What follows belongs to an exercise in optimizing a design on an open flow for small area, a short achievable clock period and few clock cycles per item; a production flow would make more cautious choices. Where RTL was checked, it was by simulation tests only, not by an equivalence proof against the original. No activity file was given, so power comes from the tool's default toggle rates.

main:
==> flow/design.v (excerpt) <==
module fx25_kiss_enc (
    input  wire        clk,
    input  wire        rst,
    input  wire        chunk_valid,
    output reg         chunk_ready,
    input  wire [7:0]  chunk_len,
    input  wire [47:0] dst_call,      
    input  wire [3:0]  dst_ssid,
    input  wire [47:0] src_call,      
    input  wire [3:0]  src_ssid,
    input  wire        in_valid,
    output reg         in_ready,
    input  wire [7:0]  in_data,
    output reg         out_valid,
    input  wire        out_ready,
    output reg  [7:0]  out_data,
    output reg         out_last,
    output reg  [15:0] skip_count
);
    localparam I_IDLE = 0, I_CMD = 1, I_TAG = 2, I_HDR = 3, I_CTL = 4, I_PID = 5,
               I_PAY = 6, I_FCS0 = 7, I_FCS1 = 8, I_PAD = 9, I_PAR = 10, I_FEND1 = 11;
    localparam [7:0] FEND = 8'hC0, FESC = 8'hDB, TFEND = 8'hDC, TFESC = 8'hDD;
    localparam [7:0] MAX_PAYLOAD = 8'd150;
    wire       len_ok = (chunk_len <= MAX_PAYLOAD);
    reg        dv;           
    reg [7:0]  owed;         
    reg        pb_v;
    reg [7:0]  pb0;
    reg [11:0] ph;
    reg [7:0]  cnt;
    reg [6:0]  jc;           
    reg        a_valid, a_rs, a_crc, a_par, a_cw, a_last;
    reg [7:0]  a;
    reg        b_valid, b_rs, b_par, b_cw, b_last;
    wire [7:0] b_fb;         
    reg        esc_pend, esc_fend;
    reg        fl_on;
    reg        skip_evt;
    wire [15:0] crc, crc_next;
    wire [7:0]  par_out;
    wire [13:0] js;
    assign js[0] = !jc[6] && !jc[0];
    assign js[7] =  jc[6] &&  jc[0];
    genvar gi;
    generate
  ...
==> flow/config.mk <==
export PLATFORM = sky130hd
export DESIGN_NAME = fx25_kiss_enc
export DESIGN_NICKNAME = fx25_kiss_enc
export VERILOG_FILES = /design/flow/design.v
export SDC_FILE = /design/flow/constraint.sdc
export NUM_CORES = 4
export LEC_CHECK = 0
export CAP_MARGIN = 20
export CORE_MARGIN = 2
export CORE_UTILIZATION = 60
export PLACE_DENSITY = 0.8
export SETUP_SLACK_MARGIN = 2.8
export SLEW_MARGIN = 20
==> flow/constraint.sdc <==
create_clock -name core_clock -period 5.0 [get_ports {clk}]
set_input_delay 1.0000 -clock core_clock [delete_from_list [all_inputs] [get_ports {clk}]]
set_output_delay 1.0000 -clock core_clock [all_outputs]
set_load 0.01 [all_outputs]
standard.sh (not shown) runs the stock make flow with config.mk's settings and CLKGATE_MAP_FILE= SYNTH_SCRIPT=/design/flow/synth_recipe.tcl, a recipe that flattens the netlist after the stock synthesis.
==> flow/flow/run.sh <==
#!/bin/bash
set -euo pipefail
export BUFFER_PORTS_ARGS="-buffer_cell sky130_fd_sc_hd__buf_1"
export CTS_ARGS="-sink_clustering_enable -repair_clock_nets -dont_use_dummy_load -buf_list sky130_fd_sc_hd__clkbuf_16 -sink_clustering_size 20 -sink_clustering_max_diameter 100"
bash standard.sh > standard_flow.log 2>&1
Relative to main, the following input files were edited for the feature branch:
diff --git a/flow/design.v b/flow/design.v
--- a/flow/design.v
+++ b/flow/design.v
@@ -26,23 +26,20 @@
         else
             crc_next = crc;
     end
     always @(posedge clk)
         crc <= crc_next;
 endmodule
 module rs_enc_255_223 (
     input  wire       clk,
-    input  wire       clr,       
     input  wire       en,
-    input  wire       ld,
-    input  wire       ld_rs,
-    input  wire [7:0] ld_data,
-    output wire [7:0] par_out,
-    output wire [7:0] fb_out
+    input  wire       dat_nx,
+    input  wire [7:0] data_nx,
+    output wire [7:0] par_out
 );
     function [7:0] gen_coef;
         input integer k;
         begin
             case (k)
                 0:  gen_coef = 8'h01;  1:  gen_coef = 8'h5B;  2:  gen_coef = 8'h7F;
                 3:  gen_coef = 8'h56;  4:  gen_coef = 8'h10;  5:  gen_coef = 8'h1E;
                 6:  gen_coef = 8'h0D;  7:  gen_coef = 8'hEB;  8:  gen_coef = 8'h61;
@@ -71,24 +68,20 @@
                     r = r ^ a;
             end
             gf_mul = r;
         end
     endfunction
     reg  [7:0] par [0:31];    
     reg  [7:0] fb;            
     assign par_out = par[0];
-    assign fb_out  = fb;
     wire [7:0] par0_nx = en ? (par[1] ^ gf_mul(fb, gen_coef(31))) : par[0];
     integer j;
     always @(posedge clk) begin
-        if (clr)
-            fb <= 8'h00;
-        else if (ld)
-            fb <= ld_rs ? (ld_data ^ par0_nx) : ld_data;
+        fb <= (data_nx ^ par0_nx) & {8{dat_nx}};
         if (en) begin
             for (j = 0; j < 31; j = j + 1)
                 par[j] <= par[j+1] ^ gf_mul(fb, gen_coef(31 - j));
             par[31] <= fb;
         end
     end
 endmodule
 module fx25_kiss_enc (
@@ -120,17 +113,17 @@
     reg        pb_v;
     reg [7:0]  pb0;
     reg [11:0] ph;
     reg [7:0]  cnt;
     reg [6:0]  jc;           
     reg        a_valid, a_rs, a_crc, a_par, a_cw, a_last;
     reg [7:0]  a;
     reg        b_valid, b_rs, b_par, b_cw, b_last;
-    wire [7:0] b_fb;         
+    reg [7:0]  b;
     reg        esc_pend, esc_fend;
     reg        fl_on;
     reg        skip_evt;
     wire [15:0] crc, crc_next;
     wire [7:0]  par_out;
     wire [13:0] js;
     assign js[0] = !jc[6] && !jc[0];
     assign js[7] =  jc[6] &&  jc[0];
@@ -157,17 +150,17 @@
                           ({8{js[9]}}  & {src_call[30:24], 1'b0}) |
                           ({8{js[10]}} & {src_call[22:16], 1'b0}) |
                           ({8{js[11]}} & {src_call[14:8],  1'b0}) |
                           ({8{js[12]}} & {src_call[6:0],   1'b0}) |
                           ({8{js[13]}} & {3'b011, src_ssid, 1'b1});
     wire       advance = !out_valid || out_ready;
     wire       take    = b_valid && advance && !esc_pend;    
     wire       mv      = a_valid && (!b_valid || take);      
-    wire [7:0] ob      = b_par ? par_out : (b_rs ? (b_fb ^ par_out) : b_fb);
+    wire [7:0] ob      = b_par ? par_out : b;
     wire       ob_fend = (ob == FEND);
     wire       ob_esc  = b_cw && (ob_fend || (ob == FESC));
     wire tag_end  = js[7];
     wire hdr_end  = js[13];
     wire pad_end  = (cnt == 8'd222);
     wire par_end  = (cnt[4:0] == 5'd31);
     wire push     = in_valid && in_ready;
     wire pay_has  = pb_v || push;
@@ -180,25 +173,24 @@
     crc16_ccitt u_crc (
         .clk      (clk),
         .init     (s_ld && ph[I_IDLE]),
         .en       (mv && a_crc),
         .data_in  (a),
         .crc      (crc),
         .crc_next (crc_next)
     );
+    wire [7:0] b_nx    = mv ? a : b;
+    wire       b_rs_nx = !rst && (mv ? a_rs : b_rs);
     rs_enc_255_223 u_rs (
         .clk     (clk),
-        .clr     (rst),
         .en      ((take && (b_rs || b_par)) || fl_on),
-        .ld      (mv),
-        .ld_rs   (a_rs),
-        .ld_data (a),
-        .par_out (par_out),
-        .fb_out  (b_fb)
+        .dat_nx  (b_rs_nx),
+        .data_nx (b_nx),
+        .par_out (par_out)
     );
     wire [7:0] nb = ({8{ph[I_IDLE] | ph[I_FEND1]}} & FEND) |
                     ({8{ph[I_TAG]}}  & tag_byte) |
                     ({8{ph[I_HDR]}}  & hdr_byte) |
                     ({8{ph[I_CTL]}}  & 8'h03) |
                     ({8{ph[I_PID]}}  & 8'hF0) |
                     ({8{ph[I_PAY]}}  & (pb_v ? pb0 : in_data)) |
                     ({8{ph[I_FCS0]}} & ~crc_next[7:0]) |
@@ -219,18 +211,20 @@
     wire       pb_v_next = pb_v ? !pop : (push && !pop);
     always @(posedge clk) begin
         if (!pb_v)
             pb0 <= in_data;
         if (s_ld) begin
             a <= nb;
             a_rs <= nb_rs; a_crc <= nb_crc; a_par <= nb_par; a_cw <= nb_cw; a_last <= nb_last;
         end
+        b    <= b_nx;
+        b_rs <= b_rs_nx;
         if (mv) begin
-            b_rs <= a_rs; b_par <= a_par; b_cw <= a_cw; b_last <= a_last;
+            b_par <= a_par; b_cw <= a_cw; b_last <= a_last;
         end
         if (take) begin
             out_data <= ob_esc ? FESC : ob;
             out_last <= b_last;
             esc_fend <= ob_fend;
         end else if (advance && esc_pend) begin
             out_data <= esc_fend ? TFEND : TFESC;
             out_last <= 1'b0;
@@ -241,17 +235,16 @@
             dv          <= 1'b0;
             chunk_ready <= 1'b0;
             in_ready    <= 1'b0;
             owed        <= 8'd0;
             pb_v        <= 1'b0;
             ph          <= 12'd1 << I_IDLE;
             a_valid     <= 1'b0;
             b_valid     <= 1'b0;
-            b_rs        <= 1'b0;
             esc_pend    <= 1'b0;
             out_valid   <= 1'b0;
             skip_evt    <= 1'b0;
             skip_count  <= 16'd0;
             fl_on       <= 1'b1;
             cnt         <= 8'd0;
         end else begin
             dv          <= chunk_valid && len_ok && !chunk_ready;
Findings:
Status | main and the feature branch | clean
Sequential share of power down 3.0 points in the feature branch wrt main
In the reports for main and the feature branch, the larger clock power belongs to the feature branch.
Diff main and the feature branch: maximum fanout along the worst path lower in the feature branch
main vs the feature branch, timing startpoint of the critical path: b_par vs skip_count[7]
Diff main -> the feature branch | critical path depth | decrease of 6
The feature branch ended up with fewer standard cells than main.
Changes observed in the feature branch relative to main: chip height did not really move, total power draw went up.
Summary of the feature branch over main: synthesized cell count lower; count of placed standard cells including taps went down; global-route wire length before repair went up by about 2.2%; total of fill cells in the finished design increased by 21 relative to the old numbers.
The feature branch ends up with lower utilization than main does.
Measured against each other, main and the feature branch differ in overall global routing resource usage, the lower figure coming from main.
In the metrics for main and the feature branch, the one carrying the higher routed metal-1 wire length is the feature branch.
Testbench counts of the feature branch, summed over its fixed seeds: cycles 34,444, frames 128.
For main, only the layout was checked, not whether the RTL still works.


fx25_kiss_enc, a different RTL version from the one above (not shown whole).
Size in the first run: ~390 flip-flops, ~150 I/O pins, roughly 0.018 mm^2 of cells after synthesis.
export LEC_CHECK = 0
export CAP_MARGIN = 20
export CORE_MARGIN = 2
export CORE_UTILIZATION = 70
export SETUP_SLACK_MARGIN = 2.85
export SLEW_MARGIN = 20
create_clock -name core_clock -period 5.0 [get_ports {clk}]
Scripts as last shown in full above: flow/flow/run.sh
Next try:
--- a/flow/design.v
+++ b/flow/design.v
@@ -116,16 +116,14 @@
     reg [7:0]  cnt;
     reg [6:0]  jc;           
     reg        a_valid, a_rs, a_crc, a_par, a_cw, a_last;
     reg [7:0]  a;
     reg        b_valid, b_rs, b_par, b_cw, b_last;
     reg [7:0]  b;
     reg        esc_pend, esc_fend;
-    reg        sk_v, sk_last;    
-    reg [7:0]  sk_data;
     reg        fl_on;
     reg        skip_evt;
     wire [15:0] crc, crc_next;
     wire [7:0]  par_out;
     wire [13:0] js;
     assign js[0] = !jc[6] && !jc[0];
     assign js[7] =  jc[6] &&  jc[0];
@@ -151,31 +149,28 @@
                           ({8{js[8]}}  & {src_call[38:32], 1'b0}) |
                           ({8{js[9]}}  & {src_call[30:24], 1'b0}) |
                           ({8{js[10]}} & {src_call[22:16], 1'b0}) |
                           ({8{js[11]}} & {src_call[14:8],  1'b0}) |
                           ({8{js[12]}} & {src_call[6:0],   1'b0}) |
                           ({8{js[13]}} & {3'b011, src_ssid, 1'b1});
     wire       advance = !out_valid || out_ready;
-    wire       prod    = (b_valid || esc_pend) && !sk_v;
-    wire       take    = b_valid && !esc_pend && !sk_v;      
+    wire       take    = b_valid && advance && !esc_pend;    
     wire       mv      = a_valid && (!b_valid || take);      
     wire [7:0] ob      = b_par ? par_out : b;
     wire       ob_fend = (ob == FEND);
     wire       ob_esc  = b_cw && (ob_fend || (ob == FESC));
-    wire [7:0] pbyte   = esc_pend ? (esc_fend ? TFEND : TFESC) : (ob_esc ? FESC : ob);
-    wire       plast   = !esc_pend && b_last;
     wire tag_end  = js[7];
     wire hdr_end  = js[13];
     wire pad_end  = (cnt == 8'd222);
     wire par_end  = (cnt[4:0] == 5'd31);
     wire push     = in_valid && in_ready;
     wire pay_has  = pb_v || push;
     wire pay_last = pb_v ? (owed == 8'd0) : (push && (owed == 8'd1));
     wire pay_none = (owed == 8'd0) && !pb_v;
-    wire s_has = !((ph[I_IDLE] && (!dv || fl_on)) ||
+    wire s_has = !((ph[I_IDLE] && !dv) || (ph[I_HDR] && fl_on) ||
                    (ph[I_PAY] && !pay_has));
     wire s_ld = s_has && (!a_valid || mv);                   
     wire pop  = s_ld && ph[I_PAY];
     crc16_ccitt u_crc (
         .clk      (clk),
         .init     (s_ld && ph[I_IDLE]),
         .en       (mv && a_crc),
@@ -222,79 +217,75 @@
             a_rs <= nb_rs; a_crc <= nb_crc; a_par <= nb_par; a_cw <= nb_cw; a_last <= nb_last;
         end
         b    <= b_nx;
         b_rs <= b_rs_nx;
         if (mv) begin
             b_par <= a_par; b_cw <= a_cw; b_last <= a_last;
         end
-        if (take)
+        if (take) begin
+            out_data <= ob_esc ? FESC : ob;
+            out_last <= b_last;
             esc_fend <= ob_fend;
-        if (advance) begin
-            if (sk_v) begin
-                out_data <= sk_data;
-                out_last <= sk_last;
-            end else if (prod) begin
-                out_data <= pbyte;
-                out_last <= plast;
-            end
-        end else if (prod) begin
-            sk_data <= pbyte;
-            sk_last <= plast;
+        end else if (advance && esc_pend) begin
+            out_data <= esc_fend ? TFEND : TFESC;
+            out_last <= 1'b0;
         end
         if (skip_evt && (skip_count != 16'hFFFF))
             skip_count <= skip_count + 16'd1;
         if (rst) begin
             dv          <= 1'b0;
             chunk_ready <= 1'b0;
             in_ready    <= 1'b0;
             owed        <= 8'd0;
             pb_v        <= 1'b0;
             ph          <= 12'd1 << I_IDLE;
             a_valid     <= 1'b0;
             b_valid     <= 1'b0;
             esc_pend    <= 1'b0;
-            sk_v        <= 1'b0;
             out_valid   <= 1'b0;
             skip_evt    <= 1'b0;
             skip_count  <= 16'd0;
             fl_on       <= 1'b1;
             cnt         <= 8'd0;
         end else begin
             dv          <= chunk_valid && len_ok && !chunk_ready;
             chunk_ready <= cr_next;
             owed        <= owed_next;
             in_ready    <= owed_nz && !pb_v_next;
             pb_v        <= pb_v_next;
             skip_evt    <= chunk_valid && chunk_ready && !len_ok;
             if (fl_on) begin
                 cnt <= cnt + 8'd1;
-                if (cnt[4:0] == 5'd31)
+                if (cnt[4:0] == 5'd31) begin
                     fl_on <= 1'b0;
+                    cnt   <= 8'd0;
+                end
             end
             if (s_ld)
                 a_valid <= 1'b1;
             else if (mv)
                 a_valid <= 1'b0;
             if (mv)
                 b_valid <= 1'b1;
             else if (take)
                 b_valid <= 1'b0;
-            if (prod)
-                esc_pend <= !esc_pend && ob_esc;
             if (advance) begin
-                out_valid <= sk_v || prod;
-                sk_v      <= 1'b0;
-            end else if (prod) begin
-                sk_v      <= 1'b1;
+                out_valid <= b_valid || esc_pend;
+                if (esc_pend)
+                    esc_pend <= 1'b0;
+                else if (b_valid)
+                    esc_pend <= ob_esc;
             end
             if (s_ld) begin
-                if (ph[I_CMD] || (ph[I_TAG] && tag_end) || (ph[I_PAD] && pad_end))
-                    cnt <= 8'd0;
-                else
-                    cnt <= cnt + 8'd1;
+                if (!fl_on) begin
+                    if ((ph[I_TAG] && tag_end) || (ph[I_PAD] && pad_end))
+                        cnt <= 8'd0;
+                    else
+                        cnt <= cnt + 8'd1;
+                end
                 if (ph[I_CMD] || (ph[I_TAG] && tag_end))
                     jc <= 7'd0;
                 else
                     jc <= {jc[5:0], !jc[6]};
                 ph[I_IDLE]  <= ph[I_FEND1];
                 ph[I_CMD]   <= ph[I_IDLE];
                 ph[I_TAG]   <= ph[I_CMD] | (ph[I_TAG] & !tag_end);
Result: The new run finished clean; via count goes down by 1.3%; power increases by 42%; clock power is about the same; combinational power rises by 150%; design area is lower by 1.9%; hold slack got worse by 14 ps; synthesized cell count decreases by 1.4%; global-route usage rose by 1.1 points; first-iteration DRC count went down by 2.2%; non-clock buffer count is higher by 15; clock-buffer cell count stays the same; setup slack got worse by 65 ps.
No functional check of the RTL was part of any run of this note.


Another version of the RTL of fx25_kiss_enc (not shown whole).
For scale: ~1400 cells after synthesis, ~390 flip-flops, about 150 I/O pins, ~18000 um^2 of cells after synthesis.
==> flow/config.mk <==
export PLATFORM = sky130hd
export DESIGN_NAME = fx25_kiss_enc
export DESIGN_NICKNAME = fx25_kiss_enc
export VERILOG_FILES = /design/flow/design.v
export SDC_FILE = /design/flow/constraint.sdc
export NUM_CORES = 4
export LEC_CHECK = 0
export CAP_MARGIN = 20
export CORE_MARGIN = 2
export CORE_UTILIZATION = 60
export SETUP_SLACK_MARGIN = 2.8
export SLEW_MARGIN = 20
==> flow/constraint.sdc <==
create_clock -name core_clock -period 5.0 [get_ports {clk}]
set_input_delay 1.0000 -clock core_clock [delete_from_list [all_inputs] [get_ports {clk}]]
set_output_delay 1.0000 -clock core_clock [all_outputs]
set_load 0.01 [all_outputs]
Scripts as last shown in full above: flow/flow/run.sh
The baseline passed the timing, design-rule and antenna checks.
Testbench counts at the start, summed over its fixed seeds: cycles 34,444, frames 128.
Edit:
--- a/flow/design.v
+++ b/flow/design.v
@@ -105,18 +105,18 @@
 );
     localparam I_IDLE = 0, I_CMD = 1, I_TAG = 2, I_HDR = 3, I_CTL = 4, I_PID = 5,
                I_PAY = 6, I_FCS0 = 7, I_FCS1 = 8, I_PAD = 9, I_PAR = 10, I_FEND1 = 11;
     localparam [7:0] FEND = 8'hC0, FESC = 8'hDB, TFEND = 8'hDC, TFESC = 8'hDD;
     localparam [7:0] MAX_PAYLOAD = 8'd150;
     wire       len_ok = (chunk_len <= MAX_PAYLOAD);
     reg        dv;           
     reg [7:0]  owed;         
-    reg [1:0]  pb_n;
-    reg [7:0]  pb0, pb1;
+    reg        pb_v;
+    reg [7:0]  pb0;
     reg [11:0] ph;
     reg [7:0]  cnt;
     reg        a_valid, a_rs, a_crc, a_par, a_cw, a_last;
     reg [7:0]  a;
     reg        b_valid, b_rs, b_par, b_cw, b_last;
     reg [7:0]  b;
     reg        esc_pend, esc_fend;
     reg        fl_on;
@@ -158,23 +158,24 @@
     wire       mv      = a_valid && (!b_valid || take);      
     wire [7:0] ob      = b_par ? par_out : b;
     wire       ob_fend = (ob == FEND);
     wire       ob_esc  = b_cw && (ob_fend || (ob == FESC));
     wire tag_end  = (cnt[2:0] == 3'd7);
     wire hdr_end  = (cnt[3:0] == 4'd13);
     wire pad_end  = (cnt == 8'd222);
     wire par_end  = (cnt[4:0] == 5'd31);
-    wire pay_last = (owed == 8'd0) && (pb_n == 2'd1);
-    wire pay_none = (owed == 8'd0) && (pb_n == 2'd0);
+    wire push     = in_valid && in_ready;
+    wire pay_has  = pb_v || push;
+    wire pay_last = pb_v ? (owed == 8'd0) : (push && (owed == 8'd1));
+    wire pay_none = (owed == 8'd0) && !pb_v;
     wire s_has = !((ph[I_IDLE] && (!dv || fl_on)) ||
-                   (ph[I_PAY] && (pb_n == 2'd0)));
+                   (ph[I_PAY] && !pay_has));
     wire s_ld = s_has && (!a_valid || mv);                   
     wire pop  = s_ld && ph[I_PAY];
-    wire push = in_valid && in_ready;
     crc16_ccitt u_crc (
         .clk      (clk),
         .init     (s_ld && ph[I_IDLE]),
         .en       (mv && a_crc),
         .data_in  (a),
         .crc      (crc),
         .crc_next (crc_next)
     );
@@ -187,49 +188,36 @@
         .data_nx (b_nx),
         .par_out (par_out)
     );
     wire [7:0] nb = ({8{ph[I_IDLE] | ph[I_FEND1]}} & FEND) |
                     ({8{ph[I_TAG]}}  & tag_byte(cnt[2:0])) |
                     ({8{ph[I_HDR]}}  & hdr_byte) |
                     ({8{ph[I_CTL]}}  & 8'h03) |
                     ({8{ph[I_PID]}}  & 8'hF0) |
-                    ({8{ph[I_PAY]}}  & pb0) |
+                    ({8{ph[I_PAY]}}  & (pb_v ? pb0 : in_data)) |
                     ({8{ph[I_FCS0]}} & ~crc_next[7:0]) |
                     ({8{ph[I_FCS1]}} & ~crc[15:8]);
     wire nb_rs   = ph[I_HDR] | ph[I_CTL] | ph[I_PID] | ph[I_PAY] | ph[I_FCS0] | ph[I_FCS1] | ph[I_PAD];
     wire nb_crc  = ph[I_HDR] | ph[I_CTL] | ph[I_PID] | ph[I_PAY];
     wire nb_par  = ph[I_PAR];
     wire nb_cw   = !(ph[I_IDLE] | ph[I_CMD] | ph[I_FEND1]);
     wire nb_last = ph[I_FEND1];
     wire       own       = ph[I_CMD] | ph[I_TAG] | ph[I_HDR];
     wire       hdr_done  = s_ld && ph[I_HDR] && (cnt[3:0] == 4'd13);
     wire       cr_next   = !chunk_ready &&
                            (hdr_done || (!own && chunk_valid && !len_ok));
     wire       owed_load = chunk_ready && len_ok;
     wire [7:0] owed_next = owed_load ? chunk_len : (owed - {7'd0, push});
     wire       owed_nz   = owed_load ? (chunk_len != 8'd0)
                                      : ((owed != 8'd0) && !((owed == 8'd1) && push));
-    reg  [1:0] pb_n_next;
-    always @(*) begin
-        pb_n_next = pb_n;
-        if (push && !pop)
-            pb_n_next = pb_n + 2'd1;
-        else if (pop && !push)
-            pb_n_next = pb_n - 2'd1;
-    end
+    wire       pb_v_next = pb_v ? !pop : (push && !pop);
     always @(posedge clk) begin
-        case (pb_n)
-            2'd0: if (push) pb0 <= in_data;
-            2'd1: begin
-                      if (push && pop)  pb0 <= in_data;
-                      if (push && !pop) pb1 <= in_data;
-                  end
-            default: if (pop) pb0 <= pb1;
-        endcase
+        if (!pb_v)
+            pb0 <= in_data;
         if (s_ld) begin
             a <= nb;
             a_rs <= nb_rs; a_crc <= nb_crc; a_par <= nb_par; a_cw <= nb_cw; a_last <= nb_last;
         end
         b    <= b_nx;
         b_rs <= b_rs_nx;
         if (mv) begin
             b_par <= a_par; b_cw <= a_cw; b_last <= a_last;
@@ -244,32 +232,32 @@
         end
         if (skip_evt && (skip_count != 16'hFFFF))
             skip_count <= skip_count + 16'd1;
         if (rst) begin
             dv          <= 1'b0;
             chunk_ready <= 1'b0;
             in_ready    <= 1'b0;
             owed        <= 8'd0;
-            pb_n        <= 2'd0;
+            pb_v        <= 1'b0;
             ph          <= 12'd1 << I_IDLE;
             a_valid     <= 1'b0;
             b_valid     <= 1'b0;
             esc_pend    <= 1'b0;
             out_valid   <= 1'b0;
             skip_evt    <= 1'b0;
             skip_count  <= 16'd0;
             fl_on       <= 1'b1;
             cnt         <= 8'd0;
         end else begin
             dv          <= chunk_valid && len_ok && !chunk_ready;
             chunk_ready <= cr_next;
             owed        <= owed_next;
-            in_ready    <= owed_nz && (pb_n_next != 2'd2);
-            pb_n        <= pb_n_next;
+            in_ready    <= owed_nz && !pb_v_next;
+            pb_v        <= pb_v_next;
             skip_evt    <= chunk_valid && chunk_ready && !len_ok;
             if (fl_on) begin
                 cnt <= cnt + 8'd1;
                 if (cnt[4:0] == 5'd31)
                     fl_on <= 1'b0;
             end
             if (s_ld)
                 a_valid <= 1'b1;
Outcome:
- clock-buffer cell count decreases by 1
- via count hardly moves
- design area decreases by 1.6%
- die area decreases by 1.7%
- worst setup slack loses 0.047 ns
Only the layout flow was run in the second run of this note; the RTL was not checked for function there.

## re-timing with driven ports
Ports are ideal in the flow. The routed layouts listed here were re-timed in OpenROAD. Step 1 (the two cells are an assumption about what drives the block):
set clk [get_ports {clk}]
set_driving_cell -lib_cell sky130_fd_sc_hd__clkbuf_16 $clk
set_driving_cell -lib_cell sky130_fd_sc_hd__buf_2 [delete_from_list [all_inputs] $clk]
Step 2 times the ports against the registers' clock, not the clock port: input delays grow and output delays shrink by t, the midpoint of the rising clock arrivals with the driver on. Slacks: ideal / step 1 / step 2; pairs: ideal / step 1.
| run | shift t [ns] | setup WS [ns] | worst setup path at the end | worst register clock-pin slew, ns | cell pins on the clock port's net |
|---|---|---|---|---|---|
| main | 0.576 | 2.783 / 2.783 / 2.284 | input to register | 0.09 / 0.09 | 1 |
| the feature branch | 0.573 | 2.846 / 2.796 / 2.342 | input to register | 0.09 / 0.09 | 1 |
| the first run of note 2 | 0.571 | 2.832 / 2.832 / 2.378 | input to register | 0.09 / 0.09 | 1 |
| the second run of note 2 | 0.554 | 2.767 / 2.767 / 2.382 | input to register | 0.09 / 0.09 | 1 |
| the first run of note 3 | 0.571 | 2.831 / 2.795 / 2.289 | input to register | 0.09 / 0.09 | 1 |
| the second run of note 3 | 0.578 | 2.784 / 2.784 / 2.305 | input to register | 0.09 / 0.09 | 1 |
After both steps every run listed still meets setup and hold. The setup slack of the first run of note 3, which loses most, moves by -0.036 ns with the drivers and by -0.542 ns with both steps.
